This design comes from an exercise in tuning for small area on the open sky130 flow, not from production work. Function was checked by simulation only, so behaviour that the tests miss may differ from the original. Power is estimated from default activity; no workload was simulated.

File: design/flow/flow/run.sh
#!/bin/bash
set -euo pipefail
export FLOW_WORK="$PWD"
export FLOW_ABC_SCRIPT="$PWD/flow/abc_area_deep.script"
bash standard.sh \
  "SYNTH_SCRIPT=$PWD/flow/synth_deep.tcl" \
  "BUFFER_PORTS_ARGS=-buffer_cell sky130_fd_sc_hd__buf_1" \
  "CTS_ARGS=-sink_clustering_enable -repair_clock_nets -dont_use_dummy_load -buf_list sky130_fd_sc_hd__clkbuf_8 -sink_clustering_size 20 -sink_clustering_max_diameter 65" \
  finish > flow_make.log 2>&1
File: design/flow/design.v
module via_block (
    input  wire        clk,
    input  wire        rst,
    input  wire        cmd_valid,
    output wire        cmd_ready,
    input  wire [2:0]  cmd_op,       
    input  wire        cmd_unit,     
    input  wire        cmd_debug,    
    input  wire [3:0]  cmd_reg,
    input  wire [31:0] cmd_data,     
    input  wire        i2c_sda_in,   
    input  wire        ser_atn,
    input  wire        ser_clk,
    input  wire        ser_data,
    input  wire [3:0]  joy_data,     
    output reg         rsp_valid,
    output reg  [7:0]  rsp_rdata,
    output reg         rsp_i2c_step,
    output wire        irq1,
    output wire        irq2,
    output wire        pb7_1,
    output wire        pb7_2,
    output reg         i2c_sda_out,
    output reg         i2c_scl_out,
    output reg         joy_latch,
    output reg         joy_clk
);
    reg  [4:0] ph;
    reg        clr;           
    reg        run;
    reg  [5:0] pc;            
    wire op_rd = ~cmd_op[2] & ~cmd_op[1] & ~cmd_op[0];
    wire op_wr = ~cmd_op[1] & cmd_op[0];
    wire op_st = cmd_op[1] & ~cmd_op[0];
    wire op_pu = cmd_op[1] & cmd_op[0];
    wire op_rs = cmd_op[2];
    wire       u    = cmd_unit & ~op_rs;    
    wire [3:0] r    = cmd_reg;
    wire [4:0] rel  = {ph[4] ^ u, ph[3:0]};
    wire       lo   = ~rel[4];
    wire       rend = &rel;
    wire st      = run & op_st;
    wire p_cap   = st & (pc == 6'd25);
    wire p_arith = st & (pc[5:3] == 3'b011) & pc[1];
    wire p_t2y   = st & (pc == 6'd28);
    wire p_t2fin = st & (pc == 6'd29);
    wire p_t1fin = st & (pc == 6'd0);
    wire p_div   = st & pc[5];
    wire p_fin   = p_t2y | p_t2fin | p_t1fin;
    wire p_pulse = run & op_pu;
    wire p_wr    = run & op_wr;
    wire p_rs    = run & op_rs;
    wire p_rd    = run & op_rd;
    wire a_hi    = pc[0];       
    wire a_t1    = pc[2];       
    wire first   = (pc[4:0] == 5'd0);
    wire hw = r[0] | (r[3] & r[2] & r[1]);
    wire rd_done = p_rd & pc[0] & (rel == {1'b0, hw, 3'b111});
    wire nr_done = run & ~op_rd & rend & (pc == {5'd0, op_pu});
    assign cmd_ready = rd_done | nr_done;
    wire accept = cmd_valid & cmd_ready;
    reg [31:0] rA, rB, rC, rD, rT1, rT1L, rT2, rT2L, rPL, rPH;
    wire oA = rA[0], oB = rB[0], oC = rC[0], oD = rD[0];
    wire oT1 = rT1[0], oT1L = rT1L[0], oT2 = rT2[0], oT2L = rT2L[0];
    wire oPL = rPL[0], oPH = rPH[0];
    reg  iA, iB, iC, iD, iT1, iT1L, iT2, iT2L, iPL, iPH;
    reg [1:0] ifr6, ifr5, ier6, ier5, pb7r, t1neg, t2neg;
    wire [1:0] irq = (ifr6 & ier6) | (ifr5 & ier5);
    assign irq1  = irq[0];
    assign irq2  = irq[1];
    assign pb7_1 = pb7r[0];
    assign pb7_2 = pb7r[1];
    reg c1, c2, dly, dPL, dPH, fb, x16, und;    
    wire kbit = cmd_data[{a_hi, rel[3] & ~op_wr, rel[2:0]}];
    wire vbit = kbit;
    wire inc_t  = p_pulse ? (a_hi ? oPH : oPL)
                : a_hi ? (a_t1 ? t1neg[u] : t2neg[u])
                       : (a_t1 ? oT1 : oT2);
    wire inc_ci = (rel == 5'd0 && !a_hi) ? 1'b1 : c1;
    wire inc_s  = inc_t ^ inc_ci;
    wire inc_co = inc_t & inc_ci;
    wire sub_e  = (~a_t1 & und) ? (a_hi ? oPH : oPL) : kbit;
    wire sub_ci = (rel == 5'd0 && !a_hi) ? 1'b0 : c2;
    wire sub_d  = sub_e ^ ~inc_s ^ sub_ci;
    wire sub_co = (sub_e & ~inc_s) | (sub_e & sub_ci) | (~inc_s & sub_ci);
    wire tl     = lo & oT1L;
    wire p_ci   = (rel == 5'd1) | (c1 & (rel != 5'd0));
    wire p_bit  = tl ^ p_ci;
    wire p_co   = tl & p_ci;
    wire sg     = ~first & fb;
    wire dv_a   = (rel == 5'd0) ? rPH[15] : (~first & dly);
    wire dv_b   = sg ? p_bit : ~p_bit;
    wire dv_ci  = (rel == 5'd0) ? ~sg : c2;
    wire dv_s   = dv_a ^ dv_b ^ dv_ci;
    wire dv_co  = (dv_a & dv_b) | (dv_a & dv_ci) | (dv_b & dv_ci);
    wire f_src_t2 = p_t2fin & und;
    wire f_src_t1 = p_t1fin & und;
    wire f_inv    = ~f_src_t2;
    wire f_src    = f_src_t2 ? oT2 : f_src_t1 ? oT1 : oPL;
    wire f_a      = lo ? (f_src ^ f_inv) : (f_inv & ~x16);
    wire f_x      = p_t2y   ? oPH
                  : p_t2fin ? (~und | fb)
                  : ((und & ~fb) ? tl : 1'b1);
    wire f_cin    = p_t1fin & und & ~fb;
    wire f_ci     = (rel == 5'd0) ? f_cin : c2;
    wire f_s      = f_a ^ f_x ^ f_ci;
    wire f_co     = (f_a & f_x) | (f_a & f_ci) | (f_x & f_ci);
    wire wm    = p_wr & lo & (rel[3] == hw);
    wire w_A   = wm & ((r[3:1] == 3'd0) | (r == 4'd15));
    wire w_B   = wm & (r[3:1] == 3'd1);
    wire w_T1L = wm & (r[3:2] == 2'd1);
    wire w_T2L = wm & (r[3:1] == 3'd4);
    wire w_C   = wm & (r[3:1] == 3'd5);
    wire w_D   = wm & (r == 4'd12);
    wire w_ier = wm & (r == 4'd14) & (rel[2:0] < 3'd5);
    wire ld_T1 = p_wr & lo & (r == 4'd5);
    wire ld_T2 = p_wr & lo & (r == 4'd9);
    wire push  = p_wr & ~u & ((r[3:2] == 2'd0) | (r == 4'd15)) & (rel[4:2] == 3'b010);
    wire ora_n  = iA;
    wire ddra_n = iB;
    always @(*) begin
        iA = oA; iB = oB; iC = oC; iD = oD;
        iT1 = oT1; iT1L = oT1L; iT2 = oT2; iT2L = oT2L; iPL = oPL; iPH = oPH;
        if (w_A)   iA   = vbit;
        if (w_B)   iB   = vbit;
        if (w_T1L) iT1L = vbit;
        if (w_T2L) iT2L = vbit;
        if (w_C)   iC   = vbit;
        if (w_D)   iD   = vbit;
        if (w_ier) iD   = cmd_data[7] ? (oD | vbit) : (oD & ~vbit);
        if (ld_T1) begin
            iT1 = rel[3] ? vbit : oT1L;
            if (rel == 5'd14) iD = 1'b1;
        end
        if (ld_T2) begin
            iT2 = rel[3] ? vbit : oT2L;
            if (rel == 5'd13) iD = 1'b1;
        end
        if (p_pulse & lo) begin
            if (a_hi) iPH = inc_s; else iPL = inc_s;
        end
        if (p_arith & lo) begin
            if (a_hi) iPH = sub_d; else iPL = sub_d;
        end
        if (p_div & lo) begin
            iT1 = dv_s;
            iPL = (rel == 5'd0) ? 1'b0 : dPL;
            iPH = (rel == 5'd0) ? rPL[15] : dPH;
        end
        if ((p_t2y | p_t2fin) & lo) iT2 = f_s;
        if (p_t2fin & (rel == 5'd13)) iD = oD & ~und;
        if (p_t1fin & lo) begin
            iT1 = f_s;
            iPL = 1'b0;
            iPH = 1'b0;
            if (rel == 5'd14) iD = oD & ~(und & ~oC);
        end
        if (p_rs) begin
            iA = 1'b0; iB = 1'b0; iD = 1'b0; iPL = 1'b0; iPH = 1'b0;
            if (rel[3]) iC = 1'b0;
        end
        if (clr) begin
            iA = 1'b0; iB = 1'b0; iC = 1'b0; iD = 1'b0;
            iT1 = 1'b0; iT1L = 1'b0; iT2 = 1'b0; iT2L = 1'b0; iPL = 1'b0; iPH = 1'b0;
        end
    end
    always @(posedge clk) begin
        rA   <= {iA,   rA[31:1]};
        rB   <= {iB,   rB[31:1]};
        rC   <= {iC,   rC[31:1]};
        rD   <= {iD,   rD[31:1]};
        rT1  <= {iT1,  rT1[31:1]};
        rT1L <= {iT1L, rT1L[31:1]};
        rT2  <= {iT2,  rT2[31:1]};
        rT2L <= {iT2L, rT2L[31:1]};
        rPL  <= {iPL,  rPL[31:1]};
        rPH  <= {iPH,  rPH[31:1]};
    end
    always @(posedge clk) begin
        dly <= rel[4] ? x16 : oT1;
        dPL <= oPL;
        dPH <= oPH;
        if (lo | (p_div & (rel == 5'd16))) begin
            c1 <= p_div ? p_co : inc_co;
            c2 <= p_div ? dv_co : p_fin ? f_co : sub_co;
        end
        if (p_arith & a_hi & (rel == 5'd0))  x16 <= sub_d;
        if (p_div & (rel == 5'd16))          x16 <= dv_s;
        if (p_arith & a_hi & (rel == 5'd15)) und <= sub_co;
        if ((p_cap & (rel == 5'd13)) | (p_rd & ~pc[0] & (rel == 5'd9)))
            und <= oC;
        if (p_t2y & (rel == 5'd15))          fb  <= f_co;
        if (p_div & (rel == 5'd17))          fb  <= dv_s;
    end
    wire [2:0] jb = rel[2:0];
    reg  ext, sb;
    always @(*) begin
        case (jb)
            3'd0: ext = r[0] & i2c_sda_in;
            3'd1: ext = r[0] & i2c_scl_out;
            3'd4: ext = r[0] & joy_data[0];
            3'd5: ext = r[0] ? joy_data[1] : ser_atn;
            3'd6: ext = r[0] ? joy_data[2] : ser_clk;
            3'd7: ext = r[0] ? joy_data[3] : ser_data;
            default: ext = 1'b0;
        endcase
        case (r[3:1])
            3'd0: sb = oA;
            3'd1: sb = oB;
            3'd2: sb = oT1;
            3'd3: sb = oT1L;
            3'd4: sb = oT2;
            3'd5: sb = oC;
            3'd6: sb = r[0] ? ((jb == 3'd5) & ifr5[u] | (jb == 3'd6) & ifr6[u] | (jb == 3'd7) & irq[u])
                            : oD;
            default: sb = r[0] ? oA
                            : (jb == 3'd5) ? ier5[u] : (jb == 3'd6) ? ier6[u] : (jb == 3'd7) | oD;
        endcase
        if (!u && (r[3:1] == 3'd0 || r == 4'd15))
            sb = (oB ? oA : ext) & ~(~r[0] & und);
    end
    always @(posedge clk)
        rsp_rdata <= {sb, rsp_rdata[7:1]};
    wire acc_wr = accept & op_wr;
    wire acc_rd = accept & op_rd & ~cmd_debug;
    wire acc_rs = accept & op_rs;
    wire t2_und = p_t2fin & (rel == 5'd13) & und & oD;
    wire t1_und = p_t1fin & (rel == 5'd14) & und & oD;
    integer n;
    always @(posedge clk) begin
        ph  <= rst ? 5'd0 : ph + 5'd1;
        clr <= rst | (clr & ~&ph);
        if (rst) begin
            run <= 1'b0;
        end else if (!run) begin
            if (cmd_valid & ~clr & rend) begin
                run <= 1'b1;
                pc  <= op_st ? 6'd25 : 6'd0;
            end
        end else if (cmd_ready) begin
            run <= 1'b0;
        end else if (rend) begin
            pc <= (p_arith & (pc[4:0] == 5'd31) & ~und) ? 6'd0 : pc + 6'd1;
        end
        rsp_valid    <= ~rst & accept;
        rsp_i2c_step <= accept & ~u & ((r == 4'd1) | (r == 4'd15)) &
                        ((op_rd & ~cmd_debug) | op_wr);
        for (n = 0; n < 2; n = n + 1) begin
            if (rst) begin
                ifr6[n] <= 1'b0; ifr5[n] <= 1'b0; ier6[n] <= 1'b0; ier5[n] <= 1'b0;
                pb7r[n] <= 1'b0; t1neg[n] <= 1'b0; t2neg[n] <= 1'b0;
            end else if (acc_rs) begin
                ifr6[n] <= 1'b0; ifr5[n] <= 1'b0; ier6[n] <= 1'b0; ier5[n] <= 1'b0;
                pb7r[n] <= 1'b0;
            end else if (u == n) begin
                if (t2_und) ifr5[n] <= 1'b1;
                if (t1_und) begin
                    ifr6[n] <= 1'b1;
                    pb7r[n] <= oC ? (pb7r[n] ^ fb) : ~pb7r[n];
                end
                if (p_t2fin & (rel == 5'd16)) t2neg[n] <= f_s;
                if (p_t1fin & (rel == 5'd16)) t1neg[n] <= f_s;
                if (acc_rd & (r == 4'd4)) ifr6[n] <= 1'b0;
                if (acc_rd & (r == 4'd8)) ifr5[n] <= 1'b0;
                if (acc_wr) begin
                    case (r)
                        4'd5: begin ifr6[n] <= 1'b0; pb7r[n] <= 1'b0; t1neg[n] <= 1'b0; end
                        4'd7: ifr6[n] <= 1'b0;
                        4'd9: begin ifr5[n] <= 1'b0; t2neg[n] <= 1'b0; end
                        4'd13: begin
                            if (cmd_data[6]) ifr6[n] <= 1'b0;
                            if (cmd_data[5]) ifr5[n] <= 1'b0;
                        end
                        4'd14: begin
                            if (cmd_data[6]) ier6[n] <= cmd_data[7];
                            if (cmd_data[5]) ier5[n] <= cmd_data[7];
                        end
                        default: ;
                    endcase
                end
            end
        end
        if (rst) begin
            i2c_sda_out <= 1'b1;
            i2c_scl_out <= 1'b1;
            joy_latch   <= 1'b0;
            joy_clk     <= 1'b0;
        end else begin
            if (push & (rel[1:0] == 2'd0)) i2c_sda_out <= ~ddra_n | ora_n;
            if (push & (rel[1:0] == 2'd1)) i2c_scl_out <= ~ddra_n | ora_n;
            if (push & (rel[1:0] == 2'd2)) joy_latch   <= ora_n;
            if (push & (rel[1:0] == 2'd3)) joy_clk     <= ora_n;
            if (acc_wr & ~u & (r == 4'd12) & (cmd_data[7:6] == 2'b11))
                i2c_scl_out <= cmd_data[5];
        end
    end
endmodule
File: design/flow/config.mk
export PLATFORM = sky130hd
export DESIGN_NAME = via_block
export DESIGN_NICKNAME = via_block
export VERILOG_FILES = /design/flow/design.v
export SDC_FILE = /design/flow/constraint.sdc
export NUM_CORES = 4
export LEC_CHECK = 0
export CAP_MARGIN = 20
export CORE_MARGIN = 2
export CORE_UTILIZATION = 50
export GPL_ROUTABILITY_DRIVEN = 0
export GPL_TIMING_DRIVEN = 0
export PLACE_DENSITY = 0.7
export SLEW_MARGIN = 20
File: design/flow/flow/synth_deep.tcl
# The standard synthesis script (synth_recipe.tcl, sourced unchanged), with only the ABC
# script of its technology-mapping call replaced by an area-oriented one (abc_area_deep.script).
# The flip-flops are mapped by dfflibmap before ABC runs, so the registers, their names and
# their cells are those of the standard synthesis.
proc abc {args} {
  set i [lsearch -exact $args -script]
  if {$i >= 0} { lset args [expr {$i + 1}] $::env(FLOW_ABC_SCRIPT) }
  yosys abc {*}$args
}
source $::env(FLOW_WORK)/synth_recipe.tcl
File: design/flow/flow/abc_area_deep.script
strash
&get -n
&deepsyn -J 200 -T 0
&put
dch -f
&get -n
&nf -R 1000
&put
topo
dnsize -c
File: design/flow/standard.sh
#!/bin/bash
# synth_recipe.tcl (not shown) runs the flow's synth.tcl, then flattens the netlist and writes it again
# the make line also repeats each setting of config.mk as NAME=value (left out here)
make -C /OpenROAD-flow-scripts/flow DESIGN_CONFIG=/design/flow/config.mk WORK_HOME=/design/flow/orfs CLKGATE_MAP_FILE= SYNTH_SCRIPT=/design/flow/synth_recipe.tcl "${@:-finish}"
File: design/flow/constraint.sdc
create_clock -name core_clock -period 10.0 [get_ports {clk}]
set_input_delay 2.0000 -clock core_clock [delete_from_list [all_inputs] [get_ports {clk}]]
set_output_delay 2.0000 -clock core_clock [all_outputs]
set_load 0.01 [all_outputs]
==> flow_summary.json, run 1 <==
{
  "outcome": "complete, no violations",
  "power_frac_seq_pct": 68.7,
  "worst_ep_required_time_ns": 8.00,
  "numCtsBuffers": 22,
  "mappedNetlistArea_um2": 9780,
  "drt.antenna.violating_nets": 0,
  "yosysTopAreaCell": "sky130_fd_sc_hd__dfxtp_1",
  "total_switching_power_w": 0.000453,
  "timing.critical_path.to_type": "primary output",
  "dp_hpwl_um": 12200,
  "finalCriticalPeriod_ns": 6.61,
  "synthesis.nets": 811,
  "ys_seq_area_share_pct": 76.6,
  "vdd.ir_drop.worst_uv": 120,
  "p_sw_share_pct": 20.9,
  "slew_violations": 0,
  "whs_ns": 0.297,
  "layout.cells.most_common": "sky130_fd_sc_hd__dfxtp_1",
  "worstSetupStartpointType": "primary input",
  "grt_antenna_before_repair": 2,
  "synth_enable_flop_cells": 11,
  "synth_ff_type": "sky130_fd_sc_hd__dfxtp_1",
  "synth_compound_area_share_pct": 8.38,
  "layout.cells.most_common_list": "sky130_fd_sc_hd__dfxtp_1, sky130_fd_sc_hd__buf_1, sky130_fd_sc_hd__nand2_1, sky130_fd_sc_hd__nor2_1",
  "clkSlewWorstSetupHoldPaths_ns": 0.11,
  "synthMuxAreaShare_pct": 1.97,
  "p_per_area_nw_per_um2": 203,
  "height_of_the_chip_um": 144,
  "critical_path_at_ns": 4.61,
  "finish.instance_area_um2": 10700,
  "io_buffers": 70,
  "design.core.area_um2": 19300,
  "place_area_um2": 10400,
  "drcViolationCount": 0,
  "num-fill-cells": 1643,
  "grt_first_pass_wirelength_um": 27200,
  "initial_core_util_pct": 50.6,
  "drt_pass1_iterations": 6,
  "placementRows": 51,
  "pin_count_of_the_biggest_net_entering_global_routing": 21,
  "tritoncts": "done",
  "first_global_vias": 5096,
  "max-slew-margin-rel_pct": 30.5,
  "clockBufferDepth": 3,
  "internal-power_w": 0.00171,
  "report.power.total_w": 0.00216,
  "maxCapViolations": 0,
  "leakage_nw": 4.00,
  "clock_insertion_delay_worst_skew_ns": 0.55,
  "comb_power_share_pct": 3.8,
  "postCtsResizedCells": 0,
  "fin_tns_setup_ns": 0,
  "gr-total-overflow": 0,
  "final_net_count": 905,
  "root_cell_of_the_clock_tree": "sky130_fd_sc_hd__clkbuf_8",
  "synth-adder-area-share_pct": 2.15,
  "async_flop_share_pct": 0,
  "yosysTopAreaCellShare_pct": 73.2,
  "fin_skew_ns": 0.0427,
  "syn-mean-instance-area_um2": 13.2,
  "ratio_of_cells_with_drive_above_1_in_the_final_layout_pct": 3.11,
  "avgRoutedWirePerCell_um": 16.1,
  "fp.dieW_um": 144,
  "route.detailed.vias_per_inst": 5.15,
  "final_min_period_over_clock_period_pct": 66.1,
  "synth_xor_xnor_area_share_pct": 0.537,
  "synthToLayoutAreaGrowth_pct": 9.22,
  "critPathMaxFanout": 11,
  "synthDistinctLibCells": 51,
  "post_synth_and_or_nand_nor_area_fraction_pct": 9.73,
  "drt_wl_total_um": 17700,
  "final_hold_viol_count": 0,
  "cts-hold-fix-buffers": 0,
  "postSynthRegisterBits": 369,
  "dr_total_vias": 5678,
  "clockPowerShare_pct": 27.4,
  "drt_iter0_drc": 539,
  "netlist_top_cells_area": "sky130_fd_sc_hd__dfxtp_1, sky130_fd_sc_hd__edfxtp_1, sky130_fd_sc_hd__nand2_1",
  "synthesis.yosys.warnings": 1,
  "worst_slew_pin_slew_ns": 1.04,
  "timing.fmax_ghz": 0.151,
  "cts_post_setup_buffers_inserted": 0,
  "grt.total_usage_pct": 17.0,
  "timing.hold.worst.class": "reg -> reg",
  "dieArea_um2": 20700,
  "cts_max_level": 1,
  "clkSinkCount": 369,
  "worst-setup-path-type": "in -> out",
  "io-pin-count": 71,
  "syn-instance-count": 744,
  "main_combinational_cell_family_by_area_after_synthesis": "simple AND/OR/NAND/NOR gates",
  "count_of_final_setup_violators": 0,
  "rsz_0062_raised_after_global_routing": "no"
}
-- power groups by stage --
stage	logic [W]	clock network (W)	registers [W]
finish	0.0000831	0.000594	0.00149
global route	0.0000912	0.000667	0.00149
floorplan	0.0000464	0	0.00152
global placement	0.0000807	0	0.00152
CTS	0.0000819	0.000616	0.00149
detailed placement	0.0000814	0	0.00152
-- final cells by class --
class	instances	area (µm²)	share of cell area (%)
antenna	2	5.00	0.0468
clock buffer	22	303	2.83
inverter	16	60.1	0.562
multi-input combinational	359	2230	20.8
sequential	369	7500	70.2
tap	265	332	3.10
timing repair buffer	70	263	2.46
-- kinds of logic (layout without fill, tap and decap cells) --
| kind of cell | after synthesis | count (layout) |
|---|---|---|
| simple gates | 199 | 199 |
| xor+xnor | 6 | 6 |
| buf+inv | 16 | 108 |
| other cells | 0 | 2 |
| flops | 369 | 369 |
| mux | 14 | 14 |
| compound gates | 125 | 125 |
| fa+ha+maj | 15 | 15 |
-- flip-flops by register name, indices dropped and copies added, names as in the netlist, 5 cells and up --
name,count
rA,32
rB,32
rC,32
rD,32
rPH,32
rPL,32
rT1L,32
rT1,32
rT2L,32
rT2,32
rsp_rdata,8
pc,6
ph,5
-- synthesized netlist by cell type, types with 2 or more instances --
cell / number
sky130_fd_sc_hd__a211oi_1: 3
sky130_fd_sc_hd__a21oi_1: 30
sky130_fd_sc_hd__a222oi_1: 10
sky130_fd_sc_hd__a22o_1: 2
sky130_fd_sc_hd__a22oi_1: 3
sky130_fd_sc_hd__a31oi_1: 12
sky130_fd_sc_hd__a32oi_1: 3
sky130_fd_sc_hd__and2_0: 5
sky130_fd_sc_hd__and3_1: 5
sky130_fd_sc_hd__and4b_1: 2
sky130_fd_sc_hd__clkinv_1: 16
sky130_fd_sc_hd__dfxtp_1: 358
sky130_fd_sc_hd__edfxtp_1: 11
sky130_fd_sc_hd__fa_1: 3
sky130_fd_sc_hd__ha_1: 12
sky130_fd_sc_hd__mux2_1: 2
sky130_fd_sc_hd__mux2i_1: 8
sky130_fd_sc_hd__mux4_2: 4
sky130_fd_sc_hd__nand2_1: 58
sky130_fd_sc_hd__nand2b_1: 11
sky130_fd_sc_hd__nand3_1: 11
sky130_fd_sc_hd__nand4_1: 7
sky130_fd_sc_hd__nor2_1: 50
sky130_fd_sc_hd__nor2b_1: 16
sky130_fd_sc_hd__nor3_1: 21
sky130_fd_sc_hd__nor3b_1: 2
sky130_fd_sc_hd__nor4_1: 5
sky130_fd_sc_hd__o211ai_1: 6
sky130_fd_sc_hd__o21ai_0: 30
sky130_fd_sc_hd__o21bai_1: 3
sky130_fd_sc_hd__o22ai_1: 2
sky130_fd_sc_hd__o31ai_1: 8
sky130_fd_sc_hd__o32ai_1: 3
sky130_fd_sc_hd__xnor2_1: 4
sky130_fd_sc_hd__xor2_1: 2
-- per-layer routing --
layer | part of all wire (%) | GRT usage (%) | up-vias | wire length, µm
met2 | 42 | 24.5 | 210 | 7490
met4 | 3.1 | 5.16 | 0 | 547
met1 | 47 | 25.4 | 2667 | 8290
met3 | 7.8 | 3.80 | 40 | 1380
li1 | - | - | 2761 | -
met5 | 0 | 0 | - | 0
-- worst max-delay path: stages --
cell and delay [ns]:
sky130_fd_sc_hd__buf_1 0.36, sky130_fd_sc_hd__nor2b_1 0.27, sky130_fd_sc_hd__xnor2_1 0.85, sky130_fd_sc_hd__nand2_1 0.27, sky130_fd_sc_hd__nor2_1 0.21, sky130_fd_sc_hd__nand4b_1 0.12
sky130_fd_sc_hd__a21oi_1 0.31, sky130_fd_sc_hd__buf_1 0.21
-- per-stage QoR --
step | cells | setup WS [ns] | utilization (%)
final | 1103 | 3.39 | 55.3
after global routing | 1102 | 3.19 | 55.3
after CTS | 1101 | 3.50 | 55.2
after detailed placement | 1079 | 3.51 | 53.7
after global placement | 1079 | 3.50 | 53.7
after floorplan | 744 | 4.58 | -
-- worst paths after layout --
kind	startpoint	end	slack (ns)	cells after the start
max	cmd_op[2]	cmd_ready	3.39	8
min	rPL[23]$_DFF_P_	rPL[22]$_DFF_P_	0.30	0
max reg2reg	ph[4]$_SDFF_PP0_	rPL[31]$_SDFF_PP0_	6.39	8
min reg2reg	rPL[23]$_DFF_P_	rPL[22]$_DFF_P_	0.30	0
==> inputs of run 2 (changes only) <==
==> design/flow/flow/run.sh (replaced) <==
#!/bin/bash
set -euo pipefail
export FLOW_WORK="$PWD"
export FLOW_ABC_SCRIPT="$PWD/flow/abc_area_deep.script"
bash standard.sh \
  "SYNTH_SCRIPT=$PWD/flow/synth_deep.tcl" \
  "BUFFER_PORTS_ARGS=-buffer_cell sky130_fd_sc_hd__buf_1" \
  "CTS_ARGS=-sink_clustering_enable -repair_clock_nets -dont_use_dummy_load -buf_list sky130_fd_sc_hd__clkbuf_8 -sink_clustering_size 20 -sink_clustering_max_diameter 58" \
  finish > flow_make.log 2>&1
==> flow_summary.json, run 2 <==
{
  "clockBufferDepth": 3,
  "drt.antenna.violating_nets": 0,
  "final_min_period_over_clock_period_pct": 66.3,
  "synth_most_common_cell": "sky130_fd_sc_hd__dfxtp_1",
  "gr-total-overflow": 0,
  "worstSetupStartpointType": "primary input",
  "syn-instance-count": 744,
  "outcome": "complete, no violations",
  "finish.cell_count_without_fillers": 1103,
  "grt_first_pass_wirelength_um": 27100,
  "design.core.area_um2": 19300,
  "postSynthRegisterBits": 369,
  "p_per_area_nw_per_um2": 202,
  "mappedNetlistArea_um2": 9780,
  "max-slew-margin-rel_pct": 30.7,
  "numCtsBuffers": 22,
  "final_hold_viol_count": 0,
  "drt_pass1_iterations": 6,
  "timing.hold.worst.class": "reg -> reg",
  "placementRows": 51,
  "cts-hold-fix-buffers": 0,
  "synth_enable_flop_cells": 11,
  "leakage_nw": 4.00,
  "layout.cells.most_common_list": "sky130_fd_sc_hd__dfxtp_1, sky130_fd_sc_hd__buf_1, sky130_fd_sc_hd__nand2_1, sky130_fd_sc_hd__nor2_1",
  "rsz_0062_raised_after_global_routing": "no",
  "first_global_vias": 5105,
  "synthesis.nets": 811,
  "tritoncts": "done",
  "dieArea_um2": 20700,
  "synthesis.yosys.warnings": 1,
  "worst-setup-path-type": "in -> out",
  "vdd.ir_drop.worst_uv": 139,
  "drt_iter0_drc": 457,
  "io-pin-count": 71,
  "drcViolationCount": 0,
  "fp.dieW_um": 144,
  "ratio_of_cells_with_drive_above_1_in_the_final_layout_pct": 3.11,
  "worst_slew_pin_slew_ns": 1.04,
  "fin_tns_setup_ns": 0,
  "async_flop_share_pct": 0,
  "timing.fmax_ghz": 0.151,
  "synth_ff_type": "sky130_fd_sc_hd__dfxtp_1",
  "timing.critical_path.to_type": "primary output",
  "layout.cells.most_common": "sky130_fd_sc_hd__dfxtp_1",
  "final_net_count": 905,
  "synthToLayoutAreaGrowth_pct": 9.22,
  "netlist_top_cells_area": "sky130_fd_sc_hd__dfxtp_1, sky130_fd_sc_hd__edfxtp_1, sky130_fd_sc_hd__nand2_1",
  "yosysTopAreaCellShare_pct": 73.2,
  "cp_cell_sequence": "buf_1 > nor2b_1 > xnor2_1 > nand2_1 > nor2_1 > nand4b_1 > a21oi_1 > buf_1",
  "initial_core_util_pct": 50.6,
  "grt_antenna_before_repair": 2,
  "worst_ep_required_time_ns": 8.00,
  "clock_insertion_delay_worst_skew_ns": 0.55,
  "critical_path_at_ns": 4.63,
  "dp_hpwl_um": 12200,
  "root_cell_of_the_clock_tree": "sky130_fd_sc_hd__clkbuf_8",
  "cp_slowest_stage_delay_ns": 0.85,
  "io_buffers": 70,
  "cp_slowest_cell": "sky130_fd_sc_hd__xnor2_1",
  "ys_seq_area_share_pct": 76.6,
  "dp_cells": 1079,
  "ys_top_cells_by_count": "sky130_fd_sc_hd__dfxtp_1, sky130_fd_sc_hd__nand2_1, sky130_fd_sc_hd__nor2_1, sky130_fd_sc_hd__a21oi_1, sky130_fd_sc_hd__o21ai_0",
  "pin_count_of_the_biggest_net_entering_global_routing": 21,
  "synthDistinctLibCells": 51,
  "maxCapViolations": 0,
  "cts_post_setup_buffers_inserted": 0,
  "route.detailed.vias_per_inst": 5.16,
  "clkSinkCount": 369,
  "dr_total_vias": 5687,
  "syn-mean-instance-area_um2": 13.2,
  "grt.total_usage_pct": 16.9,
  "critPathMaxFanout": 11,
  "count_of_final_setup_violators": 0,
  "height_of_the_chip_um": 144,
  "finalCriticalPeriod_ns": 6.63,
  "slew_violations": 0,
  "yosysTopAreaCell": "sky130_fd_sc_hd__dfxtp_1",
  "avgRoutedWirePerCell_um": 16.1,
  "critPathMostFrequentCell": "sky130_fd_sc_hd__buf_1",
  "drt_wl_total_um": 17700,
  "fin_skew_ns": 0.0409,
  "clkSlewWorstSetupHoldPaths_ns": 0.11,
  "cts_max_level": 1,
  "postCtsResizedCells": 0
}
[run 2: cell counts after synthesis]
No cell type changed its count.
[run 2: cells by family after synthesis]
group	after synthesis	synth area share (%)
AND/OR/NAND/NOR	199	9.73
flip-flops	369	76.6
AO/OA/AOI/OAI	125	8.38
XOR/XNOR	6	0.537
multiplexers	14	1.97
adder cells (fa/ha/maj)	15	2.15
buffers and inverters	16	0.614
[run 2: layout make-up]
cell class                      count  area [µm²]
Antenna cell                        2        5.00
Multi-Input combinational cell    359        2230
Inverter                           16        60.1
Sequential cell                   369        7500
Fill cell                        1640        8650
Tap cell                          265         332
Timing Repair Buffer               70         263
Clock buffer                       22         303
[run 2: where the power goes]
| part | internal [W] | leakage [nW] | switching, W |
|---|---|---|---|
| logic | 0.0000306 | 0.848 | 0.0000526 |
| clock network | 0.000200 | 0.158 | 0.000392 |
| registers | 0.00148 | 3.00 | 0.00000577 |
| total | 0.00171 | 4.00 | 0.000451 |
[run 2: layer usage]
layer  up-vias  share of wire [%]  global-route usage, %
met5         -                  0                      0
met4         0                2.7                   4.49
met3        36                7.7                   4.07
met2       203                 42                   24.7
met1      2685                 47                   25.1
li1       2763                  -                      -
[run 2: final timing paths]
check / from / end / depth (start not counted) / slack, ns
worst max-delay path: cmd_op[2] / cmd_ready / 8 / 3.37
worst max register to register: ph[4]$_SDFF_PP0_ / rPL[31]$_SDFF_PP0_ / 8 / 6.35
worst min-delay path: rPL[17]$_DFF_P_ / rPL[16]$_DFF_P_ / 0 / 0.30
worst min register to register: rPL[17]$_DFF_P_ / rPL[16]$_DFF_P_ / 0 / 0.30
[run 2: stage by stage]
| step | utilization (%) | power (W) | cell area (µm²) | hold WS, ns | setup WS (ns) |
|---|---|---|---|---|---|
| final | 55.3 | 0.00216 | 10700 | 0.302 | 3.37 |
| after global routing | 55.3 | 0.00224 | 10700 | 0.302 | 3.20 |
| after CTS | 55.2 | 0.00218 | 10700 | 0.298 | 3.51 |
| after detailed placement | 53.7 | 0.00160 | 10400 | 0.312 | 3.51 |
| after global placement | 53.7 | 0.00160 | 10400 | 0.310 | 3.50 |
| after floorplan | - | 0.00157 | 9780 | 0.310 | 4.58 |
[run 2: worst max-delay path: cells and delay by family]
family                    cells  cell delay, ns
buffers and inverters         2            0.58
and+or+nand+nor               4            0.88
AOI/OAI and AO/OA             1            0.30
xor gates and xnor gates      1            0.85

what the ideal ports hide:
In the flow no input, the clock included, has a driving cell. The finished layouts below were timed again as built, in two steps.
Step 1, drivers: a clkbuf_16 drives clk and a buf_2 each remaining input, both assumed.
Step 2 adds t to the input delays and takes it off the output delays; t is the mean of the earliest and latest rising clock arrival at the registers after step 1. Input paths then give back, and output paths get back, about the clock's delay inside the block.
Slacks: ideal ports / drivers / drivers and shift; pairs: ideal ports / drivers.
run	t (ns)	setup slack, ns	worst register clock-pin slew, ns	cell pins on the clock port's net
run 1	0.574	3.394 / 3.337 / 3.337	0.12 / 0.12	1
run 2	0.575	3.373 / 3.315 / 3.315	0.11 / 0.11	1
After both steps setup and hold are still met in every run listed. For run 2, which loses most, drivers alone change the setup slack by -0.058 ns; drivers and shift together by -0.058 ns.
